From an optimization exercise on the open Yosys and OpenROAD flow, aimed at small area; shortcuts taken in it are not production practice.
The RTL was checked by simulation tests, not by an equivalence proof against the original design.
The flow treats the clock pin as an ideal source, which a real chip does not have.
No activity file was given, so power comes from the tool's default toggle rates.

**design/flow/flow/run.sh**
```bash
#!/bin/bash
# The standard layout (standard.sh), with these changes:
#  * just before ABC, flow/flipfa.py picks the polarity of each full-adder
#    cell (complementing its inputs and outputs) so that fewer inverters
#    sit between full adders, then ABC maps the logic with flow/area.abc
#    (deep AIG optimization for 45 s, then area-oriented mapping, twice)
#    instead of ORFS's script; everything else in synthesis, including the
#    registers, is the standard flow's own synthesis script unchanged;
#  * the port buffers are made from the smallest buffer cell (buf_1).
#  * CTS uses a clkbuf_8 root, clkbuf_4 leaves and no dummy loads; after
#    CTS, flow/post_cts.tcl makes each leaf buffer with over 10 sinks a
#    clkbuf_8 (clock-pin slew);
# Each tool's output goes to the ORFS logs; make's output to flow.log.
set -euo pipefail
HERE=$(pwd)
ABC_SCRIPT="$HERE/flow/area.abc"
{
  head -n 1 synth_recipe.tcl
  cat <<EOT
proc abc {args} {
  yosys write_json \$::env(RESULTS_DIR)/pre_abc.json
  exec python3 $HERE/flow/flipfa.py \$::env(RESULTS_DIR)/pre_abc.json \$::env(RESULTS_DIR)/flip_abc.json \$::env(DESIGN_NAME) 2>@ stderr
  yosys design -reset
  yosys read_json \$::env(RESULTS_DIR)/flip_abc.json
  yosys hierarchy -top \$::env(DESIGN_NAME)
  set i [lsearch \$args -script]
  lset args [expr {\$i + 1}] $ABC_SCRIPT
  yosys abc {*}\$args
}
EOT
  tail -n +2 synth_recipe.tcl
} > my_synth.tcl
sed "s#SYNTH_SCRIPT=[^ ]*#SYNTH_SCRIPT=$HERE/my_synth.tcl#" standard.sh > my_standard.sh
export BUFFER_PORTS_ARGS="-buffer_cell sky130_fd_sc_hd__buf_1"
# clock tree: a strong root buffer feeding small leaf buffers, no dummy loads
export CTS_ARGS="-sink_clustering_enable -repair_clock_nets -root_buf sky130_fd_sc_hd__clkbuf_8 -buf_list sky130_fd_sc_hd__clkbuf_4 -dont_use_dummy_load -sink_clustering_size 10 -sink_clustering_max_diameter 60"
export POST_CTS_TCL="$HERE/flow/post_cts.tcl"
bash my_standard.sh > flow.log 2>&1
```
**design/flow/flow/area.abc**
```
strash
&get -n
&deepsyn -T 45
&put
&get -n
&dch -f
&nf -a -p -R 1000
&put
mfs2
strash
&get -n
&dch -f
&nf -a -p -R 1000
&put
```
**design/flow/flow/flipfa.py**
```python
#!/usr/bin/env python3
"""Choose a polarity for each full-adder cell so that fewer inverters sit
between full adders (a full adder is self-dual: complementing its three
inputs complements both outputs), then rewrite the Yosys JSON netlist.

usage: flipfa.py in.json out.json top
Inverters between a full adder and ordinary logic cost nothing, since ABC
maps that logic afterwards and absorbs them."""
import json, sys, random

FA = 'sky130_fd_sc_hd__fa_1'
FA_IN, FA_OUT = ('A', 'B', 'CIN'), ('COUT', 'SUM')

def main():
    src, dst, top = sys.argv[1:4]
    d = json.load(open(src))
    mods = d['modules']
    m = mods[top]
    cells = m['cells']

    def out_ports(c):
        t = c['type']
        if t.startswith('$_'):
            return {'Y'}
        if 'port_directions' in c:
            return {p for p, v in c['port_directions'].items() if v == 'output'}
        mod = mods.get(t)
        return {p for p, v in mod['ports'].items() if v['direction'] == 'output'}

    driver = {}
    users = {}
    for name, c in cells.items():
        outs = out_ports(c)
        for p, bits in c['connections'].items():
            for b in bits:
                if isinstance(b, str):
                    continue
                if p in outs:
                    driver[b] = (name, p)
                else:
                    users.setdefault(b, []).append((name, p))
    port_in = set()
    port_out = set()
    for pn, pv in m['ports'].items():
        for b in pv['bits']:
            if isinstance(b, str):
                continue
            if pv['direction'] == 'input':
                port_in.add(b)
            else:
                port_out.add(b)

    fas = sorted(n for n, c in cells.items() if c['type'] == FA)
    idx = {n: i for i, n in enumerate(fas)}

    def is_soft(cellname):
        return cells[cellname]['type'].startswith('$_')

    def resolve(b):
        """source of bit b seen through at most one NOT: (bit, inverted)"""
        dv = driver.get(b)
        if dv and cells[dv[0]]['type'] == '$_NOT_':
            return cells[dv[0]]['connections']['A'][0], 1
        return b, 0

    def kind(b):
        if isinstance(b, str):
            return ('const', None)
        dv = driver.get(b)
        if dv is None:
            return ('hard', None)          # module input
        if cells[dv[0]]['type'] == FA:
            return ('fa', idx[dv[0]])
        if is_soft(dv[0]):
            return ('soft', None)
        return ('hard', None)              # flip-flop, half adder, other cell

    edges = []        # (u, v, x): FA u output -> FA v input, inversion x
    hard_src = {}     # bit -> list of (v, x)
    hard_sink = []    # (u, x): FA u output -> non-ABC sink, inversion x
    for n in fas:
        v = idx[n]
        for p in FA_IN:
            b = cells[n]['connections'][p][0]
            s, x = resolve(b)
            k, u = kind(s)
            if k == 'fa':
                edges.append((u, v, x))
            elif k == 'hard':
                hard_src.setdefault(s, []).append((v, x))
    for n in fas:
        u = idx[n]
        for p in FA_OUT:
            b = cells[n]['connections'][p][0]
            direct = [(b, 0)]
            for (cn, cp) in users.get(b, []):
                if cells[cn]['type'] == '$_NOT_':
                    direct.append((cells[cn]['connections']['Y'][0], 1))
            for bb, x in direct:
                if bb in port_out:
                    hard_sink.append((u, x))
                for (cn, cp) in users.get(bb, []):
                    t = cells[cn]['type']
                    if t == FA or t.startswith('$_'):
                        continue
                    hard_sink.append((u, x))

    def cost(pol):
        c = sum(x ^ pol[u] ^ pol[v] for u, v, x in edges)
        for s, lst in hard_src.items():
            c += 1 if any(x ^ pol[v] for v, x in lst) else 0
        c += sum(x ^ pol[u] for u, x in hard_sink)
        return c

    n = len(fas)
    best = [0] * n
    bestc = cost(best)
    base = bestc
    rng = random.Random(1)
    for restart in range(200):
        pol = [0] * n if restart == 0 else [rng.randint(0, 1) for _ in range(n)]
        c = cost(pol)
        improved = True
        while improved:
            improved = False
            for i in range(n):
                pol[i] ^= 1
                c2 = cost(pol)
                if c2 < c:
                    c = c2
                    improved = True
                else:
                    pol[i] ^= 1
        if c < bestc:
            bestc, best = c, pol[:]
    sys.stderr.write('flipfa: %d full adders, inverter cost %d -> %d, flipping %d\n'
                     % (n, base, bestc, sum(best)))

    # rewrite
    nxt = [max([b for c in cells.values() for bits in c['connections'].values()
                for b in bits if not isinstance(b, str)] + list(port_in) + list(port_out)) + 1]

    def newbit():
        nxt[0] += 1
        return nxt[0] - 1

    ncell = [0]

    def add_not(a, y):
        ncell[0] += 1
        cells['$flipfa$not$%d' % ncell[0]] = {
            'hide_name': 1, 'type': '$_NOT_', 'parameters': {}, 'attributes': {},
            'port_directions': {'A': 'input', 'Y': 'output'},
            'connections': {'A': [a], 'Y': [y]}}

    if bestc < base:
        for name in fas:
            if not best[idx[name]]:
                continue
            conn = cells[name]['connections']
            for p in FA_IN:
                b = conn[p][0]
                dv = driver.get(b) if not isinstance(b, str) else None
                if dv and cells[dv[0]]['type'] == '$_NOT_':
                    conn[p] = [cells[dv[0]]['connections']['A'][0]]
                else:
                    nb = newbit()
                    add_not(b, nb)
                    conn[p] = [nb]
            for p in FA_OUT:
                b = conn[p][0]
                nb = newbit()
                conn[p] = [nb]
                add_not(nb, b)
    json.dump(d, open(dst, 'w'))

main()
```
**design/flow/flow/post_cts.tcl**
```tcl
# After CTS: a leaf clock buffer (clkbuf_4) that drives many flip-flops
# would give their clock pins too slow a slew, so make it a clkbuf_8.
set n_up 0
foreach inst [[ord::get_db_block] getInsts] {
  if { [[$inst getMaster] getName] ne "sky130_fd_sc_hd__clkbuf_4" } { continue }
  set net [[$inst findITerm X] getNet]
  if { $net eq "NULL" } { continue }
  set sinks [expr { [llength [$net getITerms]] - 1 }]
  if { $sinks > 10 } {
    replace_cell [get_cells [$inst getName]] sky130_fd_sc_hd__clkbuf_8
    incr n_up
  }
}
puts "post_cts: upsized $n_up leaf clock buffers to clkbuf_8"
if { $n_up > 0 } {
  detailed_placement
  check_placement -verbose
}
```
**design/flow/standard.sh**
```bash
#!/bin/bash
# synth_recipe.tcl (not shown) runs the flow's synth.tcl, then flattens the netlist and writes it again
# the make line also repeats each setting of config.mk as NAME=value (left out here)
make -C /OpenROAD-flow-scripts/flow DESIGN_CONFIG=/design/flow/config.mk WORK_HOME=/design/flow/orfs CLKGATE_MAP_FILE= SYNTH_SCRIPT=/design/flow/synth_recipe.tcl "${@:-finish}"
```
**design/flow/config.mk**
```make
export PLATFORM = sky130hd
export DESIGN_NAME = am2302_decoder
export DESIGN_NICKNAME = am2302_decoder
export VERILOG_FILES = /design/flow/design.v
export SDC_FILE = /design/flow/constraint.sdc
export NUM_CORES = 4
export LEC_CHECK = 0
export CAP_MARGIN = 0
export CORE_MARGIN = 2
export CORE_UTILIZATION = 60
export CTS_BUF_LIST = sky130_fd_sc_hd__clkbuf_8
export SLEW_MARGIN = 0
```
**design/flow/constraint.sdc**
```tcl
create_clock -name core_clock -period 10.0 [get_ports {clk}]
set_input_delay 2.0000 -clock core_clock [delete_from_list [all_inputs] [get_ports {clk}]]
set_output_delay 2.0000 -clock core_clock [all_outputs]
set_load 0.01 [all_outputs]
```
**design/flow/design.v**
```verilog
module am2302_decoder (
    input  wire        clk,
    input  wire        rst_i,
    input  wire        line_i,
    output wire        line_drive_low_o,
    input  wire [31:0] now_ms_i,
    input  wire        reg_we_i,
    input  wire [2:0]  reg_addr_i,
    input  wire [31:0] reg_wdata_i,
    output reg  [31:0] reg_rdata_o,
    output wire        busy_o,
    output wire        done_o
);
    reg [3:0]  st;
    reg [10:0] cnt;
    reg        ge48;
    reg [5:0]  bit_idx;
    reg [38:0] frame;
    reg [31:0] last_ms;
    reg        attempted;
    reg [14:0] hum;
    reg [15:0] temp;
    reg        valid;
    reg [3:0]  result;
    reg        done;
    reg        cmd_err;
    reg        raw_v;
    reg [15:0] raw_hum;
    reg [15:0] raw_temp;
    reg [7:0]  raw_ck;
    integer i;
    reg [7:0] ck_s1, ck_c1, ck_s2, ck_c2, calc_ck;
    reg       ck_cy;
    always @(*) begin
        ck_s1 = raw_hum[15:8] ^ raw_hum[7:0] ^ raw_temp[15:8];
        ck_c1 = {(raw_hum[14:8] & raw_hum[6:0]) | (raw_hum[14:8] & raw_temp[14:8]) |
                 (raw_hum[6:0] & raw_temp[14:8]), 1'b0};
        ck_s2 = ck_s1 ^ ck_c1 ^ raw_temp[7:0];
        ck_c2 = {(ck_s1[6:0] & ck_c1[6:0]) | (ck_s1[6:0] & raw_temp[6:0]) |
                 (ck_c1[6:0] & raw_temp[6:0]), 1'b0};
        ck_cy = 1'b0;
        for (i = 0; i < 8; i = i + 1) begin
            calc_ck[i] = ck_s2[i] ^ ck_c2[i] ^ ck_cy;
            ck_cy = (ck_s2[i] & ck_c2[i]) | (ck_s2[i] & ck_cy) | (ck_c2[i] & ck_cy);
        end
    end
    wire s_ready = (st == 4'd0);
    wire s_rate  = ~st[3] & ~st[2] & ~st[1] & st[0];
    wire s_idle  = ~st[2] & st[1] & ~st[0];
    wire s_start = ~st[2] & st[1] & st[0];
    wire s_ackl  = st[2] & ~st[1] & ~st[0];
    wire s_ackh  = st[2] & ~st[1] & st[0];
    wire s_sync  = st[2] & st[1] & ~st[0];
    wire s_high  = st[2] & st[1] & st[0];
    assign line_drive_low_o = s_start;
    assign busy_o           = ~s_ready;
    assign done_o           = done;
    always @(*) begin
        case (reg_addr_i)
            3'd1:    reg_rdata_o = {10'b0, bit_idx, st, result, 3'b0,
                                    attempted, cmd_err, valid, done, busy_o};
            3'd2:    reg_rdata_o = valid ? {temp, 1'b0, hum} : 32'b0;
            3'd3:    reg_rdata_o = raw_v ? {raw_temp, raw_hum} : 32'b0;
            3'd4:    reg_rdata_o = raw_v ? {16'b0, calc_ck, raw_ck} : 32'b0;
            3'd5:    reg_rdata_o = attempted ? last_ms : 32'b0;
            default: reg_rdata_o = 32'b0;
        endcase
    end
    wire t249  =  cnt[4] &  cnt[5] & ~cnt[6] &  cnt[7] & ~cnt[10];
    wire t1099 =  cnt[0] & ~cnt[1] &  cnt[2] & ~cnt[3] & ~cnt[4] & ~cnt[5] &
                  cnt[6] & ~cnt[7] &  cnt[9];
    wire t49   = ~cnt[3] &  cnt[4] & ~cnt[5];
    wire t99   = ~cnt[0] &  cnt[2] &  cnt[4] & ~cnt[5] & ~cnt[8];
    wire t47   = ~cnt[1] &  cnt[2] & ~cnt[3];
    wire bit_value = ge48;    
    wire idx40 = bit_idx[5] & bit_idx[3];
    reg [10:0] el;
    reg        bw;
    reg [20:0] hi_pre;
    reg        hi_p;
    always @(*) begin
        bw = 1'b0;
        el = 11'd0;
        for (i = 0; i < 4; i = i + 1)
            bw = (~now_ms_i[i] & last_ms[i]) | (~now_ms_i[i] & bw) | (last_ms[i] & bw);
        for (i = 4; i < 11; i = i + 1) begin
            el[i] = now_ms_i[i] ^ last_ms[i] ^ bw;
            bw    = (~now_ms_i[i] & last_ms[i]) | (~(now_ms_i[i] ^ last_ms[i]) & bw);
        end
        hi_p = 1'b1;
        for (i = 0; i < 21; i = i + 1) begin
            hi_pre[i] = hi_p;
            hi_p      = hi_p & last_ms[11+i];
        end
    end
    wire hi_zero = ((last_ms[31:11] ^ ({21{bw}} & hi_pre)) == now_ms_i[31:11]);
    wire el_ge   = ~hi_zero | (&el[10:6] & (el[5] | el[4]));
    wire rate_ok = !attempted || el_ge;
    reg [5:0]  idx_inc;
    reg        cy;
    always @(*) begin
        cy = 1'b1;
        for (i = 0; i < 6; i = i + 1) begin
            idx_inc[i] = bit_idx[i] ^ cy;
            cy = cy & bit_idx[i];
        end
    end
    reg [15:0] temp_rec;
    reg        nz;
    always @(*) begin
        nz = 1'b0;
        for (i = 0; i < 15; i = i + 1) begin
            temp_rec[i] = raw_temp[i] ^ nz;
            nz = nz | (raw_temp[15] & raw_temp[i]);
        end
        temp_rec[15] = nz;
    end
    wire ck_ok = (calc_ck == raw_ck);
    wire        ctrl_write = reg_we_i && (reg_addr_i == 3'd0);
    wire [1:0]  cmd        = reg_wdata_i[1:0];
    wire ev   = (s_idle | s_ackh | s_high) ? line_i : ~line_i;    
    wire tout = (s_idle & t249) | (s_ackl & t49) | ((s_ackh | s_sync | s_high) & t99);
    wire load_ms = (ctrl_write & (cmd == 2'd2) & s_ready) | (s_rate & rate_ok);
    always @(posedge clk) begin
        if (s_rate || ((s_idle | st[2]) && ev) || (s_start && t1099) || tout)
            cnt <= 11'd0;
        else
            cnt <= {cnt[9:0], ~(cnt[10] ^ cnt[8])};
        if (s_high)
            ge48 <= ge48 | (t47 & ~line_i);
        else
            ge48 <= 1'b0;
        if (s_high && line_i && !idx40)
            frame <= {frame[37:0], bit_value};
        if (load_ms)
            last_ms <= now_ms_i;
        if (st == 4'd8) begin
            raw_hum  <= frame[38:23];
            raw_temp <= frame[22:7];
            raw_ck   <= {frame[6:0], ge48};
        end
        if (st == 4'd9 && ck_ok) begin
            hum  <= raw_hum[14:0];
            temp <= temp_rec;
        end
        if (rst_i) begin
            st        <= 4'd0;
            bit_idx   <= 6'd0;
            attempted <= 1'b0;
            valid     <= 1'b0;
            result    <= 4'd0;
            done      <= 1'b0;
            cmd_err   <= 1'b0;
            raw_v     <= 1'b0;
        end else begin
            if (ctrl_write && cmd != 2'd0)
                cmd_err <= (cmd == 2'd3) | ~s_ready;
            if (load_ms)
                attempted <= 1'b1;
            case (st)
                4'd0: if (ctrl_write && cmd == 2'd1) begin
                    st   <= 4'd1;
                    done <= 1'b0;
                end
                4'd1: if (rate_ok) st <= 4'd2;
                      else begin st <= 4'd0; result <= 4'd2; done <= 1'b1; end
                4'd2: if (line_i) st <= 4'd3;
                      else if (t249) begin st <= 4'd0; result <= 4'd3; done <= 1'b1; end
                4'd3: if (t1099) st <= 4'd4;
                4'd4: if (!line_i) st <= 4'd5;
                      else if (t49) begin st <= 4'd0; result <= 4'd4; done <= 1'b1; end
                4'd5: if (line_i) begin st <= 4'd6; bit_idx <= 6'd0; end
                      else if (t99) begin st <= 4'd0; result <= 4'd5; done <= 1'b1; end
                4'd6: if (!line_i) st <= 4'd7;
                      else if (t99) begin st <= 4'd0; result <= 4'd6; done <= 1'b1; end
                4'd7: if (line_i) begin
                          if (idx40) st <= 4'd8;
                          else begin st <= 4'd6; bit_idx <= idx_inc; end
                      end else if (t99) begin st <= 4'd0; result <= 4'd7; done <= 1'b1; end
                4'd8: begin
                    raw_v <= 1'b1;
                    st    <= 4'd9;
                end
                4'd9: begin
                    if (ck_ok) begin
                        valid  <= 1'b1;
                        result <= 4'd1;
                    end else
                        result <= 4'd8;
                    st   <= 4'd0;
                    done <= 1'b1;
                end
                default: ;
            endcase
        end
    end
endmodule
```
==> results.txt <==
==> layout make-up <==
type	count	share of cell area (%)
repair buffers	83	4.033
clock buffers	17	2.171
inverters	38	1.684
flip-flops and latches	173	57.67
well taps	172	2.541
multi-input cells	358	31.91
==> stage by stage <==
stage                     cell area, µm²  setup slack, ns  total power, mW  cells
after floorplan                     7720            1.199            1.009    578
after global placement              8287            1.807            1.069    824
after detailed placement            8287            1.638            1.078    824
after global routing                8471            1.702            1.449    841
final                               8471            2.079            1.386    841
==> synth_stat cells (2+ instances only) <==
cell | instances | area share, %
edfxtp_1 | 142 | 55
nand2_1 | 60 | 2.9
clkinv_1 | 38 | 1.8
a222oi_1 | 32 | 4.1
nor2_1 | 32 | 1.6
dfxtp_1 | 31 | 8.0
xnor2_1 | 26 | 2.9
fa_1 | 25 | 6.5
nor2b_1 | 22 | 1.8
o21ai_0 | 22 | 1.4
a21oi_1 | 19 | 1.2
a22oi_1 | 13 | 1.3
buf_1 | 9 | 0.44
nand2b_1 | 9 | 0.73
nor3_1 | 9 | 0.58
ha_1 | 7 | 1.1
a22o_1 | 6 | 0.68
nor3b_1 | 6 | 0.58
o22ai_1 | 6 | 0.49
o31ai_1 | 6 | 0.58
nand3_1 | 5 | 0.32
nand4_1 | 5 | 0.41
xor2_1 | 5 | 0.57
nand3b_1 | 3 | 0.29
nand4b_1 | 3 | 0.34
nor4_1 | 3 | 0.24
a21o_1 | 2 | 0.19
a221oi_1 | 2 | 0.23
a31oi_1 | 2 | 0.16
and2_0 | 2 | 0.16
and4b_1 | 2 | 0.26
mux2i_1 | 2 | 0.26
o211ai_1 | 2 | 0.19
o2bb2ai_1 | 2 | 0.23
o41ai_1 | 2 | 0.23
==> sequential cells by signal, summed over array words and instances, names as in the netlist <==
signal	cells
done	1
valid	1
raw_v	1
raw_ck	8
raw_temp	16
raw_hum	16
ge48	1
temp	16
cnt	11
hum	15
bit_idx	6
cmd_err	1
st	4
last_ms	32
frame	39
result	4
attempted	1
==> worst max-delay path, stage by stage <==
cell and delay, ns:
buf_1 0.09, clkinv_1 0.07, maj3_1 0.36, nor2_1 0.12
nor2_1 0.05, a21oi_1 0.15, nand2_1 0.07, nand2_1 0.06
o21ai_0 0.11, fa_1 0.40, fa_1 0.39, fa_1 0.40
fa_1 0.39, fa_1 0.41, fa_1 0.39, fa_1 0.42
and4_1 0.25, nor2_1 0.13, xor2_1 0.10, or4_1 0.52
nor4_1 0.23, nand4_1 0.23, nand2_1 0.22, nand2_1 0.09
nor3_1 0.39, o21ai_0 0.17, nand2_1 0.09
==> report_power, final <==
group | total [mW] | switching (mW) | internal (mW)
logic | 0.178 | 0.104 | 0.0740
registers | 0.886 | 0.0546 | 0.832
clock network | 0.322 | 0.204 | 0.117
==> cells by family after synthesis <==
logic type,synth area share (%)
flip-flops,63.27
AND/OR/NAND/NOR,10.75
AO/OA/AOI/OAI,12.03
buffers and inverters,2.285
adder cells (fa/ha/maj),7.747
XOR/XNOR,3.517
multiplexers,0.4052
==> metal layers <==
layer | global-route usage (%) | up-vias | share of wire, %
met3 | 6.761 | 34 | 8.6
met5 | 0 | - | 0
li1 | - | 2373 | -
met4 | 9.563 | 0 | 2.7
met2 | 37.39 | 235 | 45
met1 | 37.85 | 2541 | 43
==> worst max path at each step <==
stage                                        end  cells past startpoint  slack [ns]   startpoint
after floorplan             last_ms[0]$_DFFE_PP_                     27        1.20  now_ms_i[1]
after global placement    result[1]$_SDFFE_PP0P_                     27        1.81  now_ms_i[1]
after detailed placement  result[1]$_SDFFE_PP0P_                     27        1.64  now_ms_i[1]
after global routing      result[1]$_SDFFE_PP0P_                     27        1.70  now_ms_i[1]
final                     result[1]$_SDFFE_PP0P_                     27        2.08  now_ms_i[1]
==> reports/results.tsv <==
metric	value	unit
synth_top_flop_cell	edfxtp_1	
worst_pin_slew	1.140	ns
nFillCells	942	
fp.dieH	117.4	µm
async_reset_ff_share	0	%
rsz0062_at_grt	no	
ys_seq_area_share	63.27	%
clkLatencyLatePin	0.46	ns
vias	5183	
core-area	0.01257	mm²
syn_inst	578	
initial_utilization	61.42	%
min_path_type	reg2reg	
track_usage	25.77	%
max-slew-margin-rel	23.95	%
regToRegEndpoint	result[1]$_SDFFE_PP0P_	
hold_viol_final	0	
reg2regPathDepth	26	
fin_skew	0.04607	ns
leakage	2.804	nW
dpl.hpwl	12.65	mm
numPortBuffers	75	
yosysWarnings	1	
num_antenna_cells	0	
status	finished clean	
wl_per_cell	20.64	µm
min_from	frame[6]$_DFFE_PP_	
drt_iter0_markers	730	
die_x	117.4	µm
vias_per_cell	6.163	
fin_crit	7.921	ns
yosys_register_bits	173	
final_common_cell	edfxtp_1	
synth_edf_count	142	
first_global_vias	4926	
multiInputGateArea	0.002703	mm²
setup_viol	0	
drc	0	
vdd_drop_max	0.0001239	V
start_kind	primary input	
cts.reportedPaths.clkPinSlew	0.10	ns
antenna_left	0	
syn_avg_cell_area	13.36	µm²
report.final.slew_viol_count	0	
final_net_count	774	
r2r-start	last_ms[0]$_DFFE_PP_	
hold_end	frame[7]$_DFFE_PP_	
mostFrequentLayoutCells	edfxtp_1 (142), buf_1 (75), nand2_1 (60)	
worstPathRequired	10.38	ns
cts_num_sinks	173	
hold_path_depth	0	
cp_max_fo	4	
end_kind	flop	
rows	41	
hold_ws	0.4282	ns
r2r_slack	3.19	ns
antenna_found_initial	0	
fmax	126.2	MHz
finalCritPeriodShare	79.21	%
netlist_area	0.007720	mm²
grt_pass1_wl	26.83	mm
synth_nets	681	
routed_wl	17.36	mm
cap_violations	0	
pin_count	106	
dieArea	0.01379	mm²
dr.pass1.iters	8	
area_growth	9.724	%
critical_path_class	in2reg	
gp_congestion	0.8760	
cp_data_arrival_time	8.30	ns
setup_tns	0	ns
grt_overflow_total	0	
utilization	67.40	%
drive_gt1_share	4.634	%
yosys.cell_types.count	51	
grt_start_max_net_pins	41	
cts_tree	built	
seq_area	0.004885	mm²
powerDensity	163.6	mW/mm²

## re-timing with driven ports
The results above use ideal ports. As a check the final layout listed here was re-extracted and re-timed, cells and wires unchanged.
Step 1 (the two cells are an assumption about what drives the block):
set clk [get_ports {clk}]
set_driving_cell -lib_cell sky130_fd_sc_hd__clkbuf_16 $clk
set_driving_cell -lib_cell sky130_fd_sc_hd__buf_2 [delete_from_list [all_inputs] $clk]
Step 2 adds t to the input delays and takes it off the output delays; t is the mean of the earliest and latest rising clock arrival at the registers after step 1. Input paths then give back, and output paths get back, about the clock's delay inside the block.
Three values: ideal, step 1, step 2; two values: the first two.
t (ns): 0.475
slack for setup (ns): 2.079 / 2.096 / 1.621
cell pins on the clock port's net: 1
After both steps this run still meets setup and hold. The setup slack of this run moves by +0.017 ns with the drivers and by -0.458 ns with both steps.
